This is an optimization exercise on Yosys and OpenROAD, whose aim is small area, a short achievable clock period and few clock cycles, not a production implementation.
In this exercise RTL edits were held to simulation tests only and were not proved equivalent to the original.
Power figures rest on the tool's default switching activity, not on a simulated workload.

File: design/flow/run.sh
#!/bin/bash
# synth_recipe.tcl (not shown) runs the flow's synth.tcl, then flattens the netlist and writes it again
# the make line also repeats each setting of config.mk as NAME=value (left out here)
make -C /OpenROAD-flow-scripts/flow DESIGN_CONFIG=/design/flow/config.mk WORK_HOME=/design/flow/orfs CLKGATE_MAP_FILE= SYNTH_SCRIPT=/design/flow/synth_recipe.tcl finish
File: design/flow/config.mk
export PLATFORM = sky130hd
export DESIGN_NAME = gf_ref_alu
export DESIGN_NICKNAME = gf_ref_alu
export VERILOG_FILES = /design/flow/design.v
export SDC_FILE = /design/flow/constraint.sdc
export NUM_CORES = 4
export LEC_CHECK = 0
export CAP_MARGIN = 20
export CORE_MARGIN = 2
export CORE_UTILIZATION = 30
export PLACE_DENSITY = 0.5
export SLEW_MARGIN = 20
File: design/flow/constraint.sdc
create_clock -name core_clock -period 8.0 [get_ports {clk}]
set_input_delay 1.6000 -clock core_clock [delete_from_list [all_inputs] [get_ports {clk}]]
set_output_delay 1.6000 -clock core_clock [all_outputs]
set_load 0.01 [all_outputs]
File: design/flow/design.v
module gf_serial_mul (
    input  wire        clk,
    input  wire        rst,
    input  wire        start,
    input  wire        reduce,
    input  wire [1:0]  ksel,
    input  wire [31:0] poly,
    input  wire [31:0] a,
    input  wire [31:0] b,
    output reg         done,
    output wire [63:0] result
);
    reg [63:0] acc;
    reg [63:0] p;
    reg [31:0] bsh;
    reg [5:0]  cnt;
    reg        busy;
    reg [31:0] fmask;
    reg [5:0]  last;
    reg        top_bit;
    always @(*) begin
        case (ksel)
            2'd0: begin fmask = 32'h0000000F; last = 6'd3;  top_bit = p[3];  end
            2'd1: begin fmask = 32'h000000FF; last = 6'd7;  top_bit = p[7];  end
            2'd2: begin fmask = 32'h0000FFFF; last = 6'd15; top_bit = p[15]; end
            default: begin fmask = 32'hFFFFFFFF; last = 6'd31; top_bit = p[31]; end
        endcase
    end
    wire [63:0] p_shl = p << 1;
    wire [63:0] p_next = (reduce && top_bit) ? ((p_shl ^ {32'd0, poly}) & {32'd0, fmask})
                                             : p_shl;
    assign result = acc;
    always @(posedge clk) begin
        if (rst) begin
            busy <= 1'b0;
            done <= 1'b0;
            acc  <= 64'd0;
            p    <= 64'd0;
            bsh  <= 32'd0;
            cnt  <= 6'd0;
        end else begin
            done <= 1'b0;
            if (start) begin
                acc  <= 64'd0;
                p    <= {32'd0, a};
                bsh  <= b;
                cnt  <= 6'd0;
                busy <= 1'b1;
            end else if (busy) begin
                if (bsh[0])
                    acc <= acc ^ p;
                p   <= p_next;
                bsh <= bsh >> 1;
                cnt <= cnt + 6'd1;
                if (cnt == last) begin
                    busy <= 1'b0;
                    done <= 1'b1;
                end
            end
        end
    end
endmodule
module gf_inv_euclid (
    input  wire        clk,
    input  wire        rst,
    input  wire        start,
    input  wire [1:0]  ksel,
    input  wire [31:0] poly,
    input  wire [31:0] a,
    output reg         done,
    output reg         noinv,
    output wire [31:0] result
);
    reg [32:0] u, v, z, g;
    reg        busy;
    function [5:0] deg33;
        input [32:0] x;
        integer i;
        begin
            deg33 = 6'd0;
            for (i = 0; i < 33; i = i + 1)
                if (x[i]) deg33 = i[5:0];
        end
    endfunction
    reg [32:0] full_poly;
    always @(*) begin
        case (ksel)
            2'd0: full_poly = {1'b0, poly} | 33'h000000010;
            2'd1: full_poly = {1'b0, poly} | 33'h000000100;
            2'd2: full_poly = {1'b0, poly} | 33'h000010000;
            default: full_poly = {1'b0, poly} | 33'h100000000;
        endcase
    end
    wire [5:0]  du = deg33(u);
    wire [5:0]  dv = deg33(v);
    wire        swap = du < dv;
    wire [32:0] u_s = swap ? v : u;
    wire [32:0] z_s = swap ? g : z;
    wire [32:0] v_s = swap ? u : v;
    wire [32:0] g_s = swap ? z : g;
    wire [5:0]  sh  = swap ? (dv - du) : (du - dv);
    assign result = z[31:0];
    always @(posedge clk) begin
        if (rst) begin
            busy  <= 1'b0;
            done  <= 1'b0;
            noinv <= 1'b0;
            u <= 33'd0; v <= 33'd0; z <= 33'd0; g <= 33'd0;
        end else begin
            done <= 1'b0;
            if (start) begin
                u     <= full_poly;
                z     <= 33'd0;
                v     <= {1'b0, a};
                g     <= 33'd1;
                noinv <= 1'b0;
                busy  <= 1'b1;
            end else if (busy) begin
                if (u == 33'd1) begin
                    busy <= 1'b0;
                    done <= 1'b1;
                end else if (u == 33'd0) begin
                    busy  <= 1'b0;
                    done  <= 1'b1;
                    noinv <= 1'b1;
                end else begin
                    u <= u_s ^ (v_s << sh);
                    z <= z_s ^ (g_s << sh);
                    v <= v_s;
                    g <= g_s;
                end
            end
        end
    end
endmodule
module gf_ref_alu (
    input  wire        clk,
    input  wire        rst,
    input  wire        cmd_valid,
    output wire        cmd_ready,
    input  wire [7:0]  cmd_op,
    input  wire [1:0]  cmd_ksel,
    input  wire [31:0] cmd_poly,
    input  wire [63:0] cmd_a,
    input  wire [63:0] cmd_b,
    output wire        rsp_valid,
    input  wire        rsp_ready,
    output reg  [3:0]  rsp_cc,
    output reg  [63:0] rsp_result
);
    localparam OP_ADD  = 8'h10;
    localparam OP_MUL  = 8'h11;
    localparam OP_MULL = 8'h12;
    localparam OP_MODR = 8'h13;
    localparam OP_INV  = 8'h14;
    localparam OP_DIV  = 8'h15;
    localparam OP_POW  = 8'h16;
    localparam CC_OK       = 4'd0;
    localparam CC_ILLEGAL  = 4'd1;
    localparam CC_OPERAND  = 4'd4;
    localparam CC_NOTINV   = 4'd7;
    localparam S_IDLE  = 4'd0;
    localparam S_CHECK = 4'd1;
    localparam S_RESP  = 4'd2;
    localparam S_MUL   = 4'd3;    
    localparam S_INV   = 4'd4;    
    localparam S_MODR  = 4'd5;
    localparam S_FOLD  = 4'd6;    
    localparam S_PSKIP = 4'd7;    
    localparam S_PSQ   = 4'd8;    
    localparam S_PMA   = 4'd9;    
    reg [3:0]  state;
    reg [7:0]  op;
    reg [1:0]  ksel;
    reg [31:0] poly;
    reg [63:0] a;
    reg [63:0] b;
    reg [31:0] fmask;       
    reg [63:0] eemask;      
    reg [5:0]  kval;        
    reg [5:0]  ee_top;      
    reg [2:0]  nchunks;     
    always @(*) begin
        case (ksel)
            2'd0: begin fmask = 32'h0000000F; eemask = 64'h000000000000FFFF; kval = 6'd4;
                        ee_top = 6'd15; nchunks = 3'd4; end
            2'd1: begin fmask = 32'h000000FF; eemask = 64'h000000000000FFFF; kval = 6'd8;
                        ee_top = 6'd15; nchunks = 3'd2; end
            2'd2: begin fmask = 32'h0000FFFF; eemask = 64'h00000000FFFFFFFF; kval = 6'd16;
                        ee_top = 6'd31; nchunks = 3'd2; end
            default: begin fmask = 32'hFFFFFFFF; eemask = 64'hFFFFFFFFFFFFFFFF; kval = 6'd32;
                        ee_top = 6'd63; nchunks = 3'd2; end
        endcase
    end
    wire [64:0] full_poly = {33'd0, poly} | ({65'd1} << kval);
    wire a_el_bad = |(a & ~{32'd0, fmask});
    wire b_el_bad = |(b & ~{32'd0, fmask});
    wire a_ee_bad = |(a & ~eemask);
    wire b_ee_bad = |(b & ~eemask);
    wire poly_bad = |(poly & ~fmask);
    reg illegal;
    reg opnd_bad;
    always @(*) begin
        illegal  = 1'b0;
        opnd_bad = 1'b0;
        case (op)
            OP_ADD, OP_MUL, OP_MULL, OP_DIV: opnd_bad = a_el_bad | b_el_bad;
            OP_MODR:                         opnd_bad = a_ee_bad;
            OP_INV:                          opnd_bad = a_el_bad;
            OP_POW:                          opnd_bad = a_el_bad | b_ee_bad;
            default:                         illegal  = 1'b1;
        endcase
    end
    reg         mul_start;
    reg         mul_reduce;
    reg  [31:0] mul_a, mul_b;
    wire        mul_done;
    wire [63:0] mul_res;
    gf_serial_mul u_mul (
        .clk    (clk),
        .rst    (rst),
        .start  (mul_start),
        .reduce (mul_reduce),
        .ksel   (ksel),
        .poly   (poly),
        .a      (mul_a),
        .b      (mul_b),
        .done   (mul_done),
        .result (mul_res)
    );
    reg         inv_start;
    reg  [31:0] inv_a;
    wire        inv_done;
    wire        inv_noinv;
    wire [31:0] inv_res;
    gf_inv_euclid u_inv (
        .clk    (clk),
        .rst    (rst),
        .start  (inv_start),
        .ksel   (ksel),
        .poly   (poly),
        .a      (inv_a),
        .done   (inv_done),
        .noinv  (inv_noinv),
        .result (inv_res)
    );
    reg [63:0] x;
    reg [5:0]  bit_i;
    reg [63:0] bsh;         
    reg [32:0] facc;        
    reg [2:0]  fcnt;
    reg [31:0] e;
    reg [31:0] r;
    reg [5:0]  pi;
    wire [32:0] fsum  = facc + {1'b0, bsh[31:0] & fmask};
    wire [32:0] ffold = ({1'b0, fsum[31:0]} & {1'b0, fmask}) + {32'd0, fsum[kval]};
    wire [31:0] e_red = (facc[31:0] == fmask) ? 32'd0 : facc[31:0];
    assign cmd_ready = (state == S_IDLE);
    assign rsp_valid = (state == S_RESP);
    always @(posedge clk) begin
        if (rst) begin
            state      <= S_IDLE;
            op         <= 8'd0;
            ksel       <= 2'd0;
            poly       <= 32'd0;
            a          <= 64'd0;
            b          <= 64'd0;
            rsp_cc     <= CC_OK;
            rsp_result <= 64'd0;
            mul_start  <= 1'b0;
            mul_reduce <= 1'b0;
            mul_a      <= 32'd0;
            mul_b      <= 32'd0;
            inv_start  <= 1'b0;
            inv_a      <= 32'd0;
            x          <= 64'd0;
            bit_i      <= 6'd0;
            bsh        <= 64'd0;
            facc       <= 33'd0;
            fcnt       <= 3'd0;
            e          <= 32'd0;
            r          <= 32'd0;
            pi         <= 6'd0;
        end else begin
            mul_start <= 1'b0;
            inv_start <= 1'b0;
            case (state)
                S_IDLE: begin
                    if (cmd_valid) begin
                        op    <= cmd_op;
                        ksel  <= cmd_ksel;
                        poly  <= cmd_poly;
                        a     <= cmd_a;
                        b     <= cmd_b;
                        state <= S_CHECK;
                    end
                end
                S_CHECK: begin
                    rsp_cc     <= CC_OK;
                    rsp_result <= 64'd0;
                    if (illegal) begin
                        rsp_cc <= CC_ILLEGAL;
                        state  <= S_RESP;
                    end else if (poly_bad || opnd_bad) begin
                        rsp_cc <= CC_OPERAND;
                        state  <= S_RESP;
                    end else begin
                        case (op)
                            OP_ADD: begin
                                rsp_result <= a ^ b;
                                state      <= S_RESP;
                            end
                            OP_MUL, OP_MULL: begin
                                mul_start  <= 1'b1;
                                mul_reduce <= (op == OP_MUL);
                                mul_a      <= a[31:0];
                                mul_b      <= b[31:0];
                                state      <= S_MUL;
                            end
                            OP_MODR: begin
                                x     <= a;
                                bit_i <= ee_top;
                                state <= S_MODR;
                            end
                            OP_INV: begin
                                if (a[31:1] == 31'd0) begin
                                    rsp_result <= a;         
                                    state      <= S_RESP;
                                end else begin
                                    inv_start <= 1'b1;
                                    inv_a     <= a[31:0];
                                    state     <= S_INV;
                                end
                            end
                            OP_DIV: begin
                                if (b[31:1] == 31'd0) begin
                                    mul_start  <= 1'b1;
                                    mul_reduce <= 1'b1;
                                    mul_a      <= a[31:0];
                                    mul_b      <= b[31:0];
                                    state      <= S_MUL;
                                end else begin
                                    inv_start <= 1'b1;
                                    inv_a     <= b[31:0];
                                    state     <= S_INV;
                                end
                            end
                            default: begin  
                                bsh   <= b;
                                facc  <= 33'd0;
                                fcnt  <= 3'd0;
                                state <= S_FOLD;
                            end
                        endcase
                    end
                end
                S_MUL: begin
                    if (mul_done) begin
                        rsp_result <= mul_res;
                        state      <= S_RESP;
                    end
                end
                S_INV: begin
                    if (inv_done) begin
                        if (inv_noinv) begin
                            rsp_cc <= CC_NOTINV;
                            state  <= S_RESP;
                        end else if (op == OP_DIV) begin
                            mul_start  <= 1'b1;
                            mul_reduce <= 1'b1;
                            mul_a      <= a[31:0];
                            mul_b      <= inv_res;
                            state      <= S_MUL;
                        end else begin
                            rsp_result <= {32'd0, inv_res};
                            state      <= S_RESP;
                        end
                    end
                end
                S_MODR: begin
                    if (x[bit_i])
                        x <= x ^ (full_poly[63:0] << (bit_i - kval));
                    if (bit_i == kval) begin
                        state <= S_RESP;
                        if (x[bit_i])
                            rsp_result <= x ^ (full_poly[63:0] << (bit_i - kval));
                        else
                            rsp_result <= x;
                    end else begin
                        bit_i <= bit_i - 6'd1;
                    end
                end
                S_FOLD: begin
                    facc <= ffold;
                    bsh  <= bsh >> kval;
                    fcnt <= fcnt + 3'd1;
                    if (fcnt + 3'd1 == nchunks)
                        state <= S_PSKIP;
                end
                S_PSKIP: begin
                    if (fcnt != 3'd0) begin
                        fcnt <= 3'd0;
                        e    <= e_red;
                        r    <= 32'd1;
                        pi   <= kval - 6'd1;
                        if (e_red == 32'd0) begin
                            rsp_result <= 64'd1;      
                            state      <= S_RESP;
                        end
                    end else if (e[pi]) begin
                        mul_start  <= 1'b1;
                        mul_reduce <= 1'b1;
                        mul_a      <= r;
                        mul_b      <= r;
                        state      <= S_PSQ;
                    end else begin
                        pi <= pi - 6'd1;
                    end
                end
                S_PSQ: begin
                    if (mul_done) begin
                        if (e[pi]) begin
                            mul_start  <= 1'b1;
                            mul_reduce <= 1'b1;
                            mul_a      <= mul_res[31:0];
                            mul_b      <= a[31:0];
                            state      <= S_PMA;
                        end else if (pi == 6'd0) begin
                            rsp_result <= mul_res;
                            state      <= S_RESP;
                        end else begin
                            r          <= mul_res[31:0];
                            pi         <= pi - 6'd1;
                            mul_start  <= 1'b1;
                            mul_reduce <= 1'b1;
                            mul_a      <= mul_res[31:0];
                            mul_b      <= mul_res[31:0];
                        end
                    end
                end
                S_PMA: begin
                    if (mul_done) begin
                        if (pi == 6'd0) begin
                            rsp_result <= mul_res;
                            state      <= S_RESP;
                        end else begin
                            r          <= mul_res[31:0];
                            pi         <= pi - 6'd1;
                            mul_start  <= 1'b1;
                            mul_reduce <= 1'b1;
                            mul_a      <= mul_res[31:0];
                            mul_b      <= mul_res[31:0];
                            state      <= S_PSQ;
                        end
                    end
                end
                S_RESP: begin
                    if (rsp_ready)
                        state <= S_IDLE;
                end
                default: state <= S_IDLE;
            endcase
        end
    end
endmodule
==> results.txt <==
-- metal layers --
metal,up-vias,global-route usage,part of all wire
li1,25520,-,-
met5,-,0,0.00037
met4,12,0.1548,0.065
met1,27080,0.3592,0.43
met3,529,0.04502,0.082
met2,2673,0.3999,0.43
-- placed cells by master (no fill, tap or decap), types with 41 or more instances in the layout --
| master | netlist | layout |
|---|---|---|
| nand2_1 | 1233 | 1230 |
| dfxtp_1 | 881 | 876 |
| nor2_1 | 887 | 875 |
| a21oi_1 | 775 | 772 |
| mux2i_1 | 331 | 331 |
| o21ai_0 | 244 | 244 |
| clkdlybuf4s50_1 | 0 | 241 |
| nand3_1 | 214 | 211 |
| nor3_1 | 169 | 167 |
| buf_4 | 6 | 156 |
| a211oi_1 | 151 | 150 |
| a221oi_1 | 135 | 134 |
| xor2_1 | 134 | 132 |
| mux4_2 | 119 | 119 |
| clkbuf_16 | 0 | 106 |
| a31oi_1 | 103 | 103 |
| xnor2_1 | 84 | 83 |
| nor4_1 | 71 | 69 |
| inv_1 | 64 | 64 |
| a22oi_1 | 58 | 58 |
| o211ai_1 | 56 | 56 |
| mux2_2 | 56 | 56 |
| ha_1 | 60 | 55 |
| nand2b_1 | 46 | 45 |
| a311oi_1 | 44 | 44 |
| nand4_1 | 41 | 41 |
| and2_1 | 45 | 41 |
-- worst max-delay path, delay by kind of cell, from the launching register on --
kind	cells	cell delay (ns)
and+or+nand+nor	12	2.98
DFF	1	0.47
buffers and inverters	2	0.45
AOI/OAI and AO/OA	8	2.09
adders and majority gates	4	0.82
xor gates and xnor gates	2	0.30
-- through the flow --
stage | power [uW] | std cells | utilization
after floorplan | 11820 | 7189 | -
after global placement | 15740 | 9297 | 0.3262
after detailed placement | 15760 | 9297 | 0.3262
after CTS | 21130 | 9497 | 0.3475
after global routing | 22180 | 9501 | 0.3476
final | 21260 | 9506 | 0.3477
-- where the power goes --
part / internal [uW] / switching (uW) / leakage, uW
clock: 3090 / 2250 / 0.00187
combinational: 3270 / 6890 / 0.0127
sequential: 4880 / 881 / 0.00714
-- synth_stat cells, types with 44 or more instances --
master and number:
inv_1 64, ha_1 60, nand2_1 1233, nor3_1 169, o211ai_1 56, mux2i_1 331
xor2_1 134, dfxtp_1 881, a311oi_1 44, xnor2_1 84, nor2_1 887, mux4_2 119
buf_1 79, and2_1 45, nand2b_1 46, a221oi_1 135, a31oi_1 103, clkbuf_1 540
a211oi_1 151, a22oi_1 58, nor4_1 71, nand3_1 214, o21ai_0 244, a21oi_1 775
mux2_2 56
-- logic make-up after synthesis --
family,after synthesis,share of synthesized area
AOI/OAI and AO/OA,1899,0.2230
xor gates and xnor gates,218,0.03511
adders and majority gates,64,0.01528
buffers and inverters,733,0.05193
DFF,881,0.3243
muxes,507,0.1221
other,1,0.00006896
and+or+nand+nor,2886,0.2282
-- state kept, by name (all words and copies together), names as in the netlist, 33 cells and up, named ones only --
register    cells
a              64
b              64
bsh            64
rsp_result     64
u_mul.acc      64
u_mul.p        64
x              64
facc           33
u_inv.u        33
u_inv.v        33
-- worst min path at each step --
stage / slack [ns] / cells past startpoint / endpoint / from
after floorplan: 0.43 / 2 / e[22] / e[22]
after global placement: 0.44 / 2 / e[29] / e[29]
after detailed placement: 0.44 / 2 / e[26] / e[26]
after CTS: 0.45 / 2 / e[17] / e[17]
after global routing: 0.47 / 2 / e[29] / e[29]
final: 0.45 / 2 / e[17] / e[17]
-- cell type report --
type                       count  area (um2)  area share
antenna                        9       22.52   0.0003592
clock buffer                 135        2972     0.04739
clock inverter                65       869.6     0.01387
inverter                      68       255.2    0.004070
multi-input combinational   5575       34280      0.5466
sequential                   881       17650      0.2814
tap                         2370        2965     0.04729
timing repair buffer         403        3699     0.05898
==> results.txt <==
* Status: complete, no violations
* CTS Buf Count at around 110
* DPL Wire Length at between 150000 and 200000 um
* Register area share after synthesis at 0.3243
* Static Leakage at around 0.022 uW
* Cell area power density at about 340 mW/mm2
* Pins Over Slew Limit at 0
* Clk buf depth at 3
* Final hold violation count at 0
* Post-synth EDFFs at 0
* Largest net degree at the start of global routing at about 180
* Setup violators final at 0
* Post-synth top area cell: dfxtp_1
* Die width at between 400 and 500 um
* FMAX at around 140 MHz
* Layout cells sized above 1 at 0.08882
* Min Hold Slack at around 0.45 ns
* Post-Syn Area at roughly 0.054 mm2
* Via density at about 5.9
* Worst setup SP type: flop
* RSZ-0062 raised after global routing: false
* WL per Instance at 26.94 um
* Final nets at 7272
* Antenna violations before repair at 22
* Mapped Cells at 7189
* Crit. End Element: flop
* DRT Wirelength at between 200000 and 300000 um
* TritonCTS clock tree: built
* GRT overflow at 0
* R2R cell count at 28
* Asr flop ratio synth at 0
* H-Tree Depth at 3
* Worst R2R Setup Slack at 0.74 ns
* Final setup margin at 0.7356 ns
* Share of the synthesized area in the top cell type at 0.3243
* First-pass GRT wire length at ~370000 um
* CP startpoint: ksel[0]
* Vert. Die Dim at 429.8 um
* P&R area growth vs syn at 15.31%
* FILL cells at 19180
* Total core area at ~0.18 mm2
* Peak VDD IR at 0.5542 mV
* Critical path class: reg2reg
* Die footprint at 0.1847 mm2
* CP Max Fanout at 10
* Initial core utilization at 0.3015
* WP data arrival at between 7 and 8 ns
* Port bufs at 242
* Tcrit/Tclk final at 0.9080
* Setup Buffers After CTS at 0
* Syn Nets at 7427
* Finished Cell Area at between 0.06 and 0.07 mm2
* Minimum clock period at slightly above 7 ns
* Number of core rows at roughly 160
* IO Pins at about 240
* Post-route DRC at 0
* GR Util All Layers at 0.2665
* Most used DFF post-synth: dfxtp_1
* Worst Skew at between 0.05 and 0.06 ns
* Worst path max stage delay at approximately 0.57 ns
* Hold-fix buffers at CTS at 0
* Vias in the first global route at between 50000 and 60000
* First drt pass iteration count at 7
* Root Driver: clkbuf_16
* Worst setup path end: facc[24]
* Synth Warn # at 3
* Placed Area at 0.05884 mm2
* Reg2Reg Capture Point: facc[24]
* Final Wtd Congestion at slightly below 1
* CP required at approximately 8.6 ns
* Clk Latency, worst-skew pair at 0.77 ns
* Number of nets with antenna violations after routing at 0
* Syn avg cell area at 7.564 um2
* Yosys cell types at 91
* Worst r2r src: ksel[0]
* Initial drt markers at around 6500
* Post-CTS resize count at 0
* Max-Cap Viols at 0
* Largest cells by area after synthesis: dfxtp_1 (32%), nand2_1 (8.5%), a21oi_1 (7.1%)
* Clock sinks at approximately 880
* Clock transition at path regs at approximately 0.060 ns
* Slew HR at 0.1648
* Routed via count at 55820
* Place WS at approximately 0.86 ns
* Total negative setup slack at 0 ns
* Worst slew pin tran at 1.248 ns
* Hold Crit Class: reg2reg
* Crit-path slowest cell: nor4b_1
* Flop and latch count out of synthesis at just under 900
Testbench counts, summed over its fixed seeds: cycles 265,643.

[re-timing with driven ports]
The results above use ideal ports. As a check the final layout listed here was re-extracted and re-timed, cells and wires unchanged.
Step 1: set_driving_cell puts a clkbuf_16 on clk and a buf_2 on each other input, an assumption about the parent block.
Step 2, shift: input delay + t, output delay - t, t = (earliest + latest rising clock arrival at the registers) / 2. This alone moves slack from input paths to output paths.
Slacks: no drivers / after step 1 / after step 2; pairs: no drivers / after step 1.
shift t [ns]: 0.832
setup slack, ns: 0.736 / 0.736 / 0.736
worst setup path at the end: register to register
latest minus earliest clock arrival (ns): 0.056 / 0.057
After both steps setup and hold are still met in this run. The setup slack of this run moves by 0.000 ns with the drivers and by 0.000 ns with both steps.
